Source: an optimization exercise on an open RTL-to-GDS flow (aim: small area). Production flows keep margins and buffers that such runs may drop. Power is estimated from default activity; no workload was simulated.

==> inputs of sierra <==
## tinyrf_core
module tinyrf_core (
    input  wire        clk,
    input  wire        rst,
    input  wire [9:0]  enc_err,
    input  wire [7:0]  enc_p,
    input  wire [3:0]  enc_s,
    input  wire [3:0]  enc_r,
    input  wire [10:0] enc_tec,
    input  wire [7:0]  enc_addr,
    input  wire [9:0]  dec_err,
    input  wire [3:0]  dec_s,
    input  wire [7:0]  dec_tries,
    input  wire        dec_tries_inf,
    input  wire        dec_tmo_ends,
    input  wire        tx_start,
    input  wire [7:0]  tx_cmd,
    output wire        tx_carrier,
    output wire        tx_busy,
    input  wire        rx_start,
    input  wire        rf_in,
    output wire        rx_busy,
    output wire        rx_done,
    output wire [1:0]  rx_result,
    output wire [7:0]  rx_addr,
    output wire [7:0]  rx_cmd,
    output wire [7:0]  rx_inv,
    output wire        rx_valid,
    output reg  [2:0]  faults
);
    wire enc_fault_cfg, enc_fault_overlap;
    wire dec_fault_cfg, dec_fault_overlap;
    tinyrf_enc u_enc (
        .clk           (clk),
        .rst           (rst),
        .cfg_err       (enc_err),
        .cfg_p         (enc_p),
        .cfg_s         (enc_s),
        .cfg_r         (enc_r),
        .cfg_tec       (enc_tec),
        .cfg_addr      (enc_addr),
        .tx_start      (tx_start),
        .tx_cmd        (tx_cmd),
        .carrier       (tx_carrier),
  ...
==> module tinyrf_dec, before the edit <==
module tinyrf_dec (
    input  wire        clk,
    input  wire        rst,
    input  wire [9:0]  cfg_err,
    input  wire [3:0]  cfg_s,
    input  wire [7:0]  cfg_tries,
    input  wire        cfg_tries_inf,
    input  wire        cfg_tmo_ends,
    input  wire        rx_start,
    input  wire        rf_in,
    output wire        busy,
    output wire        done,
    output reg  [1:0]  result,
    output wire [7:0]  addr,
    output wire [7:0]  cmd,
    output wire [7:0]  inv,
    output wire        valid,
    output wire        fault_cfg,       
    output wire        fault_overlap    
);
    localparam ST_IDLE   = 2'd0;    
    localparam ST_AWAIT  = 2'd1;
    localparam ST_SYNCED = 2'd2;
    localparam ST_READ   = 2'd3;
    localparam RES_EMPTY      = 2'd0;
    localparam RES_FRAME      = 2'd1;
    localparam RES_INCOMPLETE = 2'd2;
    localparam RES_NOSTART    = 2'd3;
    reg [1:0]  st;
    reg        meas;      
    reg [9:0]  c;         
    reg [3:0]  u;         
    reg [23:0] acc;
    reg        rf_prev;   
    reg        inv_ok;    
    wire cfg_ok = (cfg_err != 10'd0) && (cfg_s != 4'd0);
    wire idle   = (st == ST_IDLE);
    wire await  = (st == ST_AWAIT);
    wire synced = (st == ST_SYNCED);
    wire rd     = (st == ST_READ);
    assign busy  = !idle;
    assign done  = idle && (result != RES_EMPTY);
    assign addr  = acc[23:16];
    assign cmd   = acc[15:8];
    assign inv   = acc[7:0];
    assign valid = (result == RES_FRAME) && inv_ok;
    wire req = rx_start && !rst;
    assign fault_cfg     = req && idle && !cfg_ok;
    assign fault_overlap = req && busy;
    wire accept = rx_start && cfg_ok;
    wire rise   = rf_in && !rf_prev;
    wire answer = meas && !rf_in;            
    wire pstart = (await || rd) && !meas && rise;   
    wire wrap   = (c == 10'd1);
    wire tmo_start = await  && !meas && !rise && (u == 4'd13) && wrap;
    wire guard_end = synced && (u == 4'd1) && wrap;
    wire tmo_bit   = rd     && !meas && !rise && (u == 4'd9) && wrap;
    wire budget_spent = !cfg_tries_inf && (acc[7:0] == 8'd0);
    wire in_band = ((u == 4'd4 && wrap) || u >= 4'd5) && (u <= 4'd6);
    wire bit_bad = (u == 4'd0 && !wrap) || (u >= 4'd5);
    wire bit_one = (u >= 4'd3);
    wire synced_now = await && !budget_spent && answer && in_band && (acc[11:8] == 4'd1);
    wire bit_ok     = rd && answer && !bit_bad;
    wire nostart    = await && (budget_spent || (tmo_start && cfg_tmo_ends));
    wire incomplete = tmo_bit || (rd && answer && bit_bad);
    wire frame      = bit_ok && acc[23];
    wire restart = idle || wrap || answer || pstart;
    always @(posedge clk) begin
        if (rst)
            rf_prev <= 1'b0;
        else
            rf_prev <= rf_in;
    end
    always @(posedge clk) begin
        c <= restart ? cfg_err : c - 10'd1;
        if (idle || answer || pstart || tmo_start || guard_end)
            u <= 4'd0;
        else if (wrap && u != 4'd15)
            u <= u + 4'd1;
        meas <= (await || rd) && (meas ? rf_in : rise);
    end
    always @(posedge clk) begin
        if (rst) begin
            st     <= ST_IDLE;
            result <= RES_EMPTY;
        end else begin
            if (idle && accept) begin
                st     <= ST_AWAIT;
                result <= RES_EMPTY;
            end
            if (synced_now)
                st <= ST_SYNCED;
            if (guard_end)
                st <= ST_READ;
            if (nostart) begin
                st     <= ST_IDLE;
                result <= RES_NOSTART;
            end
            if (incomplete) begin
                st     <= ST_IDLE;
                result <= RES_INCOMPLETE;
            end
            if (frame) begin
                st     <= ST_IDLE;
                result <= RES_FRAME;
            end
        end
    end
    always @(posedge clk) begin
        if (idle) begin
            if (accept)
                acc[11:0] <= {cfg_s, cfg_tries};
        end else if (await) begin
            if (answer || tmo_start)
                acc[7:0] <= acc[7:0] - 8'd1;
            if (answer && in_band)
                acc[11:8] <= acc[11:8] - 4'd1;
            else if (answer || tmo_start)
                acc[11:8] <= cfg_s;
        end else if (synced) begin
            acc    <= 24'd1;
            inv_ok <= 1'b1;
        end else if (bit_ok) begin
            acc <= {acc[22:0], bit_one};
            if (acc[23:16] != 8'd0)
                inv_ok <= inv_ok && (bit_one != acc[7]);
        end
    end
endmodule
==> flow/config.mk <==
export PLATFORM = sky130hd
export DESIGN_NAME = tinyrf_core
export DESIGN_NICKNAME = tinyrf_core
export VERILOG_FILES = /design/flow/design.v
export SDC_FILE = /design/flow/constraint.sdc
export NUM_CORES = 4
export LEC_CHECK = 0
export CAP_MARGIN = 20
export CORE_MARGIN = 2
export CORE_UTILIZATION = 40
export PLACE_DENSITY = 0.6
export SLEW_MARGIN = 20
==> flow/constraint.sdc <==
create_clock -name core_clock -period 10.0 [get_ports {clk}]
set_input_delay 2.0000 -clock core_clock [delete_from_list [all_inputs] [get_ports {clk}]]
set_output_delay 2.0000 -clock core_clock [all_outputs]
set_load 0.01 [all_outputs]
standard.sh (not shown) runs the stock make flow with config.mk's settings and CLKGATE_MAP_FILE= SYNTH_SCRIPT=/design/flow/synth_recipe.tcl, a recipe that flattens the netlist after the stock synthesis.
==> flow/flow/run.sh <==
#!/bin/bash
# Layout flow: the standard ORFS flow (standard synthesis unchanged), with
# the smallest buffer on each port and a smaller clock tree without dummy loads.
set -euo pipefail
cd "$(dirname "$0")/.."
bash standard.sh \
  "BUFFER_PORTS_ARGS=-buffer_cell sky130_fd_sc_hd__buf_1" \
  "CTS_ARGS=-sink_clustering_enable -repair_clock_nets -root_buf sky130_fd_sc_hd__clkbuf_16 -buf_list sky130_fd_sc_hd__clkbuf_4 -dont_use_dummy_load" \
  finish > flow_make.log 2>&1
==> garnet: changes against sierra <==
--- a/flow/design.v
+++ b/flow/design.v
@@ -141,10 +141,5 @@
     reg        rf_prev;   
-    reg        inv_ok;    
     wire cfg_ok = (cfg_err != 10'd0) && (cfg_s != 4'd0);
-    wire idle   = (st == ST_IDLE);
-    wire await  = (st == ST_AWAIT);
-    wire synced = (st == ST_SYNCED);
-    wire rd     = (st == ST_READ);
-    assign busy  = !idle;
-    assign done  = idle && (result != RES_EMPTY);
+    assign busy  = (st != ST_IDLE);
+    assign done  = (st == ST_IDLE) && (result != RES_EMPTY);
     assign addr  = acc[23:16];
@@ -152,14 +147,10 @@
     assign inv   = acc[7:0];
-    assign valid = (result == RES_FRAME) && inv_ok;
+    assign valid = (result == RES_FRAME) && (acc[7:0] == ~acc[15:8]);
     wire req = rx_start && !rst;
-    assign fault_cfg     = req && idle && !cfg_ok;
+    assign fault_cfg     = req && !busy && !cfg_ok;
     assign fault_overlap = req && busy;
-    wire accept = rx_start && cfg_ok;
-    wire rise   = rf_in && !rf_prev;
-    wire answer = meas && !rf_in;            
-    wire pstart = (await || rd) && !meas && rise;   
-    wire wrap   = (c == 10'd1);
-    wire tmo_start = await  && !meas && !rise && (u == 4'd13) && wrap;
-    wire guard_end = synced && (u == 4'd1) && wrap;
-    wire tmo_bit   = rd     && !meas && !rise && (u == 4'd9) && wrap;
+    wire rise = rf_in && !rf_prev;
+    wire       wrap = (c == 10'd1);
+    wire [9:0] cn   = wrap ? cfg_err : c - 10'd1;
+    wire [3:0] un   = (wrap && u != 4'd15) ? u + 4'd1 : u;
     wire budget_spent = !cfg_tries_inf && (acc[7:0] == 8'd0);
@@ -168,21 +159,8 @@
     wire bit_one = (u >= 4'd3);
-    wire synced_now = await && !budget_spent && answer && in_band && (acc[11:8] == 4'd1);
-    wire bit_ok     = rd && answer && !bit_bad;
-    wire nostart    = await && (budget_spent || (tmo_start && cfg_tmo_ends));
-    wire incomplete = tmo_bit || (rd && answer && bit_bad);
-    wire frame      = bit_ok && acc[23];
-    wire restart = idle || wrap || answer || pstart;
     always @(posedge clk) begin
-        if (rst)
+        if (rst) begin
             rf_prev <= 1'b0;
-        else
+        end else begin
             rf_prev <= rf_in;
-    end
-    always @(posedge clk) begin
-        c <= restart ? cfg_err : c - 10'd1;
-        if (idle || answer || pstart || tmo_start || guard_end)
-            u <= 4'd0;
-        else if (wrap && u != 4'd15)
-            u <= u + 4'd1;
-        meas <= (await || rd) && (meas ? rf_in : rise);
+        end
     end
@@ -193,42 +171,101 @@
         end else begin
-            if (idle && accept) begin
-                st     <= ST_AWAIT;
-                result <= RES_EMPTY;
-            end
-            if (synced_now)
-                st <= ST_SYNCED;
-            if (guard_end)
-                st <= ST_READ;
-            if (nostart) begin
-                st     <= ST_IDLE;
-                result <= RES_NOSTART;
-            end
-            if (incomplete) begin
-                st     <= ST_IDLE;
-                result <= RES_INCOMPLETE;
-            end
-            if (frame) begin
-                st     <= ST_IDLE;
-                result <= RES_FRAME;
-            end
-        end
-    end
-    always @(posedge clk) begin
-        if (idle) begin
-            if (accept)
-                acc[11:0] <= {cfg_s, cfg_tries};
-        end else if (await) begin
-            if (answer || tmo_start)
-                acc[7:0] <= acc[7:0] - 8'd1;
-            if (answer && in_band)
-                acc[11:8] <= acc[11:8] - 4'd1;
-            else if (answer || tmo_start)
-                acc[11:8] <= cfg_s;
-        end else if (synced) begin
-            acc    <= 24'd1;
-            inv_ok <= 1'b1;
-        end else if (bit_ok) begin
-            acc <= {acc[22:0], bit_one};
-            if (acc[23:16] != 8'd0)
-                inv_ok <= inv_ok && (bit_one != acc[7]);
+            case (st)
+                ST_IDLE: begin
+                    meas <= 1'b0;
+                    c    <= cfg_err;
+                    u    <= 4'd0;
+                    if (rx_start && cfg_ok) begin
+                        acc[11:0] <= {cfg_s, cfg_tries};
+                        result    <= RES_EMPTY;
+                        st     <= ST_AWAIT;
+                    end
+                end
+                ST_AWAIT: begin
+                    if (budget_spent) begin
+                        result <= RES_NOSTART;
+                        st     <= ST_IDLE;
+                    end else if (!meas) begin
+                        if (rise) begin
+                            meas <= 1'b1;
+                            c    <= cfg_err;
+                            u    <= 4'd0;
+                        end else if (u == 4'd13 && wrap) begin
+                            acc[7:0] <= acc[7:0] - 8'd1;
+                            c        <= cfg_err;
+                            u        <= 4'd0;
+                            if (cfg_tmo_ends) begin
+                                result <= RES_NOSTART;
+                                st     <= ST_IDLE;
+                            end else begin
+                                acc[11:8] <= cfg_s;
+                            end
+                        end else begin
+                            c <= cn;
+                            u <= un;
+                        end
+                    end else begin
+                        if (rf_in) begin
+                            c <= cn;
+                            u <= un;
+                        end else begin
+                            acc[7:0] <= acc[7:0] - 8'd1;
+                            meas     <= 1'b0;
+                            c        <= cfg_err;
+                            u        <= 4'd0;
+                            if (in_band) begin
+                                acc[11:8] <= acc[11:8] - 4'd1;
+                                if (acc[11:8] == 4'd1)
+                                    st <= ST_SYNCED;
+                            end else begin
+                                acc[11:8] <= cfg_s;
+                            end
+                        end
+                    end
+                end
+                ST_SYNCED: begin
+                    acc <= 24'd1;
+                    if (u == 4'd1 && wrap) begin
+                        c    <= cfg_err;
+                        u    <= 4'd0;
+                        st   <= ST_READ;
+                    end else begin
+                        c <= cn;
+                        u <= un;
+                    end
+                end
+                ST_READ: begin
+                    if (!meas) begin
+                        if (rise) begin
+                            meas <= 1'b1;
+                            c    <= cfg_err;
+                            u    <= 4'd0;
+                        end else if (u == 4'd9 && wrap) begin
+                            result <= RES_INCOMPLETE;
+                            st     <= ST_IDLE;
+                        end else begin
+                            c <= cn;
+                            u <= un;
+                        end
+                    end else begin
+                        if (rf_in) begin
+                            c <= cn;
+                            u <= un;
+                        end else begin
+                            meas <= 1'b0;
+                            c    <= cfg_err;
+                            u    <= 4'd0;
+                            if (bit_bad) begin
+                                result <= RES_INCOMPLETE;
+                                st     <= ST_IDLE;
+                            end else begin
+                                acc <= {acc[22:0], bit_one};
+                                if (acc[23]) begin
+                                    result <= RES_FRAME;
+                                    st     <= ST_IDLE;
+                                end
+                            end
+                        end
+                    end
+                end
+            endcase
         end
==> flow/flow/run.sh (replaced) <==
#!/bin/bash
# Layout flow: the standard ORFS flow (standard synthesis unchanged), with
# the smallest buffer on each port and no dummy loads in the clock tree.
set -euo pipefail
cd "$(dirname "$0")/.."
bash standard.sh \
  "BUFFER_PORTS_ARGS=-buffer_cell sky130_fd_sc_hd__buf_1" \
  finish > flow_make.log 2>&1
==> onyx: changes against sierra <==
--- a/flow/flow/run.sh
+++ b/flow/flow/run.sh
@@ -7,3 +7,3 @@
   "BUFFER_PORTS_ARGS=-buffer_cell sky130_fd_sc_hd__buf_1" \
-  "CTS_ARGS=-sink_clustering_enable -repair_clock_nets -root_buf sky130_fd_sc_hd__clkbuf_16 -buf_list sky130_fd_sc_hd__clkbuf_4 -dont_use_dummy_load" \
+  "CTS_ARGS=-sink_clustering_enable -repair_clock_nets -buf_list sky130_fd_sc_hd__clkbuf_8 -dont_use_dummy_load" \
   finish > flow_make.log 2>&1
==> qor summary <==
                                                                                   onyx                    garnet                   sierra
Result of the run                                                 timing/DRC/antenna clean  timing/DRC/antenna clean  timing/DRC/antenna clean
FP Rows                                                                                 42                        45                       42
Crit path required time                                                           10000 ps                   9980 ps                  9970 ps
Most instantiated library cell after synthesis                     sky130_fd_sc_hd__nor2_1  sky130_fd_sc_hd__nand2_1  sky130_fd_sc_hd__nor2_1
Wirelength, routed                                                                13500 um                  15900 um                 13500 um
Multi-input gate area in the final layout                                    0.00301 sq mm             0.00351 sq mm            0.00301 sq mm
Sequential fraction of the synthesis area                                            0.397                     0.374                    0.397
Fin crit share                                                                       0.495                     0.433                    0.499
Last element of the critical path                                              u_enc.ic[6]               u_enc.ic[7]              u_enc.ic[4]
Final Power                                                                      0.00113 W                 0.00112 W                0.00122 W
Fraction of synthesized cell area taken by the top area cell type                    0.249                     0.291                    0.249
Internal Dissipation                                                            0.000709 W                0.000743 W               0.000787 W
Worst clock skew                                                                   22.1 ps                   5.46 ps                  13.0 ps
Combinational Power Share                                                            0.362                     0.293                    0.336
Leakage Power                                                                      2.26 nW                   2.51 nW                  2.31 nW
Ratio of total power to cell area                                              184 mW/mm^2               162 mW/mm^2              195 mW/mm^2
Function was not checked in any run of this note: the RTL went through the layout flow alone.

==> separate check: timing with driven ports <==
In the flow no input, the clock included, has a driving cell. The finished layouts below were timed again as built, in two steps.
Step 1, drivers: a clkbuf_16 drives clk and a buf_2 each remaining input, both assumed.
Step 2, shift: input delay + t, output delay - t, t = (earliest + latest rising clock arrival at the registers) / 2. This alone moves slack from input paths to output paths.
a / b / c = ideal ports / drivers / drivers and shift; a / b = the first two.
run	t (ns)	setup slack, ns	slew at the worst register clock pin (ns)	cell pins on the clock port's net
sierra	0.382	5.009 / 5.030 / 4.648	0.06 / 0.06	1
garnet	0.383	5.675 / 5.692 / 5.309	0.06 / 0.06	1
onyx	0.402	5.051 / 5.067 / 4.665	0.09 / 0.09	1
After both steps setup and hold are still met in every run listed. For onyx, which loses most, drivers alone change the setup slack by +0.016 ns; drivers and shift together by -0.386 ns.
